This is an optimization exercise on Yosys and OpenROAD, whose aim is small area, a short achievable clock period and few clock cycles, not a production implementation. RTL that was checked went through simulation tests only; none was proved equivalent to the original. Power is estimated from default activity; no workload was simulated.

## 11-18
## sappy_voice
module sappy_voice (
    input             clk,
    input             rst,
    input             cmd_valid,
    output            cmd_ready,
    input      [2:0]  cmd_op,
    input      [3:0]  cmd_ch,
    input      [65:0] cmd_arg,
    output reg        frame_valid,
    output reg [15:0] frame_l,
    output reg [15:0] frame_r,
    output reg [11:0] frame_live
);
Size in the first run: ~8800 cells after synthesis, roughly 2900 flip-flops, roughly 100000 µm² of cells after synthesis.
Settings: LEC_CHECK=0, CAP_MARGIN=20, CORE_MARGIN=2, CORE_UTILIZATION=65, PLACE_DENSITY=0.75, SLEW_MARGIN=20; clock period 24.0 ns.
standard.sh (not shown) runs the stock make flow with config.mk's settings and CLKGATE_MAP_FILE= SYNTH_SCRIPT=/design/flow/synth_recipe.tcl, a recipe that flattens the netlist after the stock synthesis.
==> flow/flow/run.sh <==
#!/bin/bash
# Own layout flow: the standard flow (standard.sh, with its unchanged
# synthesis, floorplan, power grid, placement and routing) with these changes:
#  - the port buffers that buffer_ports inserts are buf_4 cells instead of
#    the default delay-cell buffers;
#  - clock tree synthesis without dummy loads and with larger sink clusters
#    (up to 25 sinks within 80 um);
#  - timing repair aims for 18 ns of setup slack on the 24 ns clock.
# All tool output goes to standard.log here and to the ORFS logs under orfs/.
set -euo pipefail
export BUFFER_PORTS_ARGS="-buffer_cell sky130_fd_sc_hd__buf_4"
export CTS_ARGS="-sink_clustering_enable -repair_clock_nets -dont_use_dummy_load -sink_clustering_size 25 -sink_clustering_max_diameter 80"
export SETUP_SLACK_MARGIN=18.0
bash standard.sh > standard.log 2>&1
The flow did not stop early for 11-18: all stages ran, and the layout cleared the timing, design-rule and antenna checks.
Modified inputs, 10-27 compared to 11-18
Settings: CORE_UTILIZATION now 58, was 65; PLACE_DENSITY now 0.7, was 0.75.
Results
Where worst hold slack is concerned, 11-18 is outperformed by 10-27.
Clock skew (lower): 10-27
Summary of 10-27 over 11-18: delay of the slowest cell on the worst path now smaller; final standard cell area without fillers higher; peak clock frequency supported by timing climbed 1.5%; final critical path time including I/O delays and setup shows a reduction of 0.089 ns.
The area occupied by multi-input gates on 11-18 is in line with that on 10-27.
Side by side, setup slack turned out higher in 10-27 than in 11-18.
Per the comparison of 10-27 with 11-18, initial core utilization now sits lower; cell count climbed 282.
[diff] first-iteration DRC count, 10-27 relative to 11-18: improvement
Function was not checked in any run of this note: the RTL went through the layout flow alone.

* * *

Another version of the RTL of sappy_voice (not shown whole).
Size in the first run: ~9,700 cells after synthesis, about 120 I/O pins, about 110,000 µm² of cells after synthesis.
clock: 24.0 ns
lec_check: 0
cap_margin: 20
core_margin: 2
core_utilization: 50
place_density: 0.65
slew_margin: 20
==> flow/flow/run.sh <==
#!/bin/bash
# Own layout flow: the standard flow (standard.sh, unchanged synthesis)
# with faster port buffers and a clock tree without dummy loads.
set -euo pipefail
export BUFFER_PORTS_ARGS="-buffer_cell sky130_fd_sc_hd__buf_4"
export CTS_ARGS="-sink_clustering_enable -repair_clock_nets -dont_use_dummy_load"
bash standard.sh > standard.log 2>&1
The first run completed without violations.
Testbench counts at the start, summed over its fixed seeds: cycles 164,619.
Edit:
==> flow/run.sh (new file) <==
#!/bin/bash
# synth_recipe.tcl (not shown) runs the flow's synth.tcl, then flattens the netlist and writes it again
# the make line also repeats each setting of config.mk as NAME=value (left out here)
make -C /OpenROAD-flow-scripts/flow DESIGN_CONFIG=/design/flow/config.mk WORK_HOME=/design/flow/orfs CLKGATE_MAP_FILE= SYNTH_SCRIPT=/design/flow/synth_recipe.tcl finish
removed: flow/flow/run.sh
removed: flow/standard.sh
=> The new run produced a clean layout. Setup slack got worse by 0.28 ns. Via count grows slightly. Clock skew shrinks by 0.021 ns. Power rose by a little under a tenth. Clock power goes up by about a fifth. Final area rises by a few percent. First-iteration DRC count climbs by a little under a tenth. Non-clock buffer count grows by 5. Die area stays the same. Global-route usage goes up by 0.13 points.

* * *

Another version of the RTL of sappy_voice (not shown whole).
Size: roughly 9,100 cells after synthesis, ~2,900 flip-flops, about 110,000 um^2 of cells after synthesis.
clock: 24.0 ns
lec_check: 0
cap_margin: 20
core_margin: 2
core_utilization: 50
place_density: 0.65
slew_margin: 20
==> flow/flow/run.sh <==
#!/bin/bash
# Own layout flow: the standard flow (standard.sh, with its unchanged
# synthesis, floorplan, power grid, placement and routing) with two changes:
#  - the port buffers that buffer_ports inserts are buf_4 cells instead of
#    the default delay-cell buffers;
#  - clock tree synthesis runs without dummy loads.
# All tool output goes to standard.log here and to the ORFS logs under orfs/.
set -euo pipefail
export BUFFER_PORTS_ARGS="-buffer_cell sky130_fd_sc_hd__buf_4"
export CTS_ARGS="-sink_clustering_enable -repair_clock_nets -dont_use_dummy_load -sink_clustering_size 25 -sink_clustering_max_diameter 80"
bash standard.sh > standard.log 2>&1
The starting point produced a clean layout.
Testbench counts at the start, summed over its fixed seeds: cycles 164,037.
Change:
--- a/flow/flow/run.sh
+++ b/flow/flow/run.sh
@@ -8,4 +8,4 @@
 set -euo pipefail
 export BUFFER_PORTS_ARGS="-buffer_cell sky130_fd_sc_hd__buf_4"
-export CTS_ARGS="-sink_clustering_enable -repair_clock_nets -dont_use_dummy_load -sink_clustering_size 25 -sink_clustering_max_diameter 80"
+export CTS_ARGS="-sink_clustering_enable -repair_clock_nets -dont_use_dummy_load"
 bash standard.sh > standard.log 2>&1
Result: The changed run completed without violations; global-route usage rose by 0.48 points; worst setup slack degrades by 0.084 ns; wire length climbs by 2.1%; synthesized cell count does not change; power is higher by 16%; maximum frequency is lower by 1.3%; core utilization goes up by 1.8 points; register-to-register slack improves by 0.02 ns; design area came out higher by 3.3%; sequential power barely changes; count of clock-buffer cells in the layout increases by 152.

* * *

## JK
Another version of the RTL of sappy_voice (not shown whole).
Size: ~2900 flip-flops, about 120 I/O pins, ~100000 um^2 of cells after synthesis.
==> flow/config.mk <==
export PLATFORM = sky130hd
export DESIGN_NAME = sappy_voice
export DESIGN_NICKNAME = sappy_voice
export VERILOG_FILES = /design/flow/design.v
export SDC_FILE = /design/flow/constraint.sdc
export NUM_CORES = 8
export LEC_CHECK = 0
export CAP_MARGIN = 20
export CORE_MARGIN = 2
export CORE_UTILIZATION = 58
export PLACE_DENSITY = 0.7
export SLEW_MARGIN = 20
==> flow/constraint.sdc <==
create_clock -name core_clock -period 24.0 [get_ports {clk}]
set_input_delay 4.8000 -clock core_clock [delete_from_list [all_inputs] [get_ports {clk}]]
set_output_delay 4.8000 -clock core_clock [all_outputs]
set_load 0.01 [all_outputs]
==> flow/flow/run.sh <==
#!/bin/bash
# Own layout flow: the standard flow (standard.sh, with its unchanged
# synthesis, floorplan, power grid, placement and routing) with these changes:
#  - the port buffers that buffer_ports inserts are buf_4 cells instead of
#    the default delay-cell buffers;
#  - clock tree synthesis without dummy loads and with larger sink clusters
#    (up to 25 sinks within 80 um);
#  - timing repair aims for 18 ns of setup slack on the 24 ns clock.
# All tool output goes to standard.log here and to the ORFS logs under orfs/.
set -euo pipefail
export BUFFER_PORTS_ARGS="-buffer_cell sky130_fd_sc_hd__buf_4"
export CTS_ARGS="-sink_clustering_enable -repair_clock_nets -dont_use_dummy_load -sink_clustering_size 25 -sink_clustering_max_diameter 80"
export SETUP_SLACK_MARGIN=18.3
bash standard.sh > standard.log 2>&1
JK: flow completed, timing, DRC and antenna clean
Testbench counts of JK, summed over its fixed seeds: cycles 162,937.
For MS, these inputs were changed with respect to JK:
diff --git a/flow/flow/run.sh b/flow/flow/run.sh
--- a/flow/flow/run.sh
+++ b/flow/flow/run.sh
@@ -12,3 +12,3 @@
 export CTS_ARGS="-sink_clustering_enable -repair_clock_nets -dont_use_dummy_load -sink_clustering_size 25 -sink_clustering_max_diameter 80"
-export SETUP_SLACK_MARGIN=18.3
+export SETUP_SLACK_MARGIN=18.0
 bash standard.sh > standard.log 2>&1
==> comparison <==
- The flow did not stop early for MS: all stages ran, and the layout cleared the timing, design-rule and antenna checks.
- Sort JK and MS by share of layout cells above drive strength 1 asc -> top: MS
- The routed length on met3 of MS exceeds that of JK by 51 um.
- Taking JK as the reference, in MS clock buffer count dropped 1, setup slack climbed 0.011 ns, non-clock buffer count dropped 7.6%, total power barely changed.
- Comparing CTS buffer count for JK and MS, the smaller number came from MS.
- Compared JK against MS; global-route usage within noise.

==> static timing again, ports no longer ideal <==
How much do the figures lean on ideal ports? The routed layouts below were timed once more, with nothing changed but the port constraints. Step 1 (the two cells are an assumption about what drives the block):
set clk [get_ports {clk}]
set_driving_cell -lib_cell sky130_fd_sc_hd__clkbuf_16 $clk
set_driving_cell -lib_cell sky130_fd_sc_hd__buf_2 [delete_from_list [all_inputs] $clk]
Step 2 times the ports against the registers' clock, not the clock port: input delays grow and output delays shrink by t, the midpoint of the rising clock arrivals with the driver on. Three values: ideal ports, drivers, drivers and shift; two values: the first two.
run | shift t [ns] | setup WS [ns] | worst setup path at the end | latest minus earliest clock arrival (ns)
11-18 | 0.861 | 17.876 / 17.791 / 17.109 | input to register | 0.109 / 0.109
10-27 | 0.855 | 17.964 / 17.875 / 17.375 | input to register | 0.130 / 0.129
the first run of note 2 | 0.982 | 16.972 / 16.972 / 16.948 | input to register | 0.119 / 0.119
the second run of note 2 | 1.010 | 16.692 / 16.692 / 16.692 | register to register | 0.095 / 0.095
the first run of note 3 | 0.885 | 17.624 / 17.537 / 16.916 | input to register | 0.107 / 0.108
the second run of note 3 | 0.986 | 17.540 / 17.456 / 16.868 | input to register | 0.109 / 0.109
JK | 0.876 | 17.948 / 17.863 / 17.698 | input to register | 0.096 / 0.096
MS | 0.879 | 17.959 / 17.871 / 17.554 | input to register | 0.102 / 0.102
After both steps every run listed still meets setup and hold. For 11-18, which loses most, drivers alone change the setup slack by -0.085 ns; drivers and shift together by -0.767 ns.
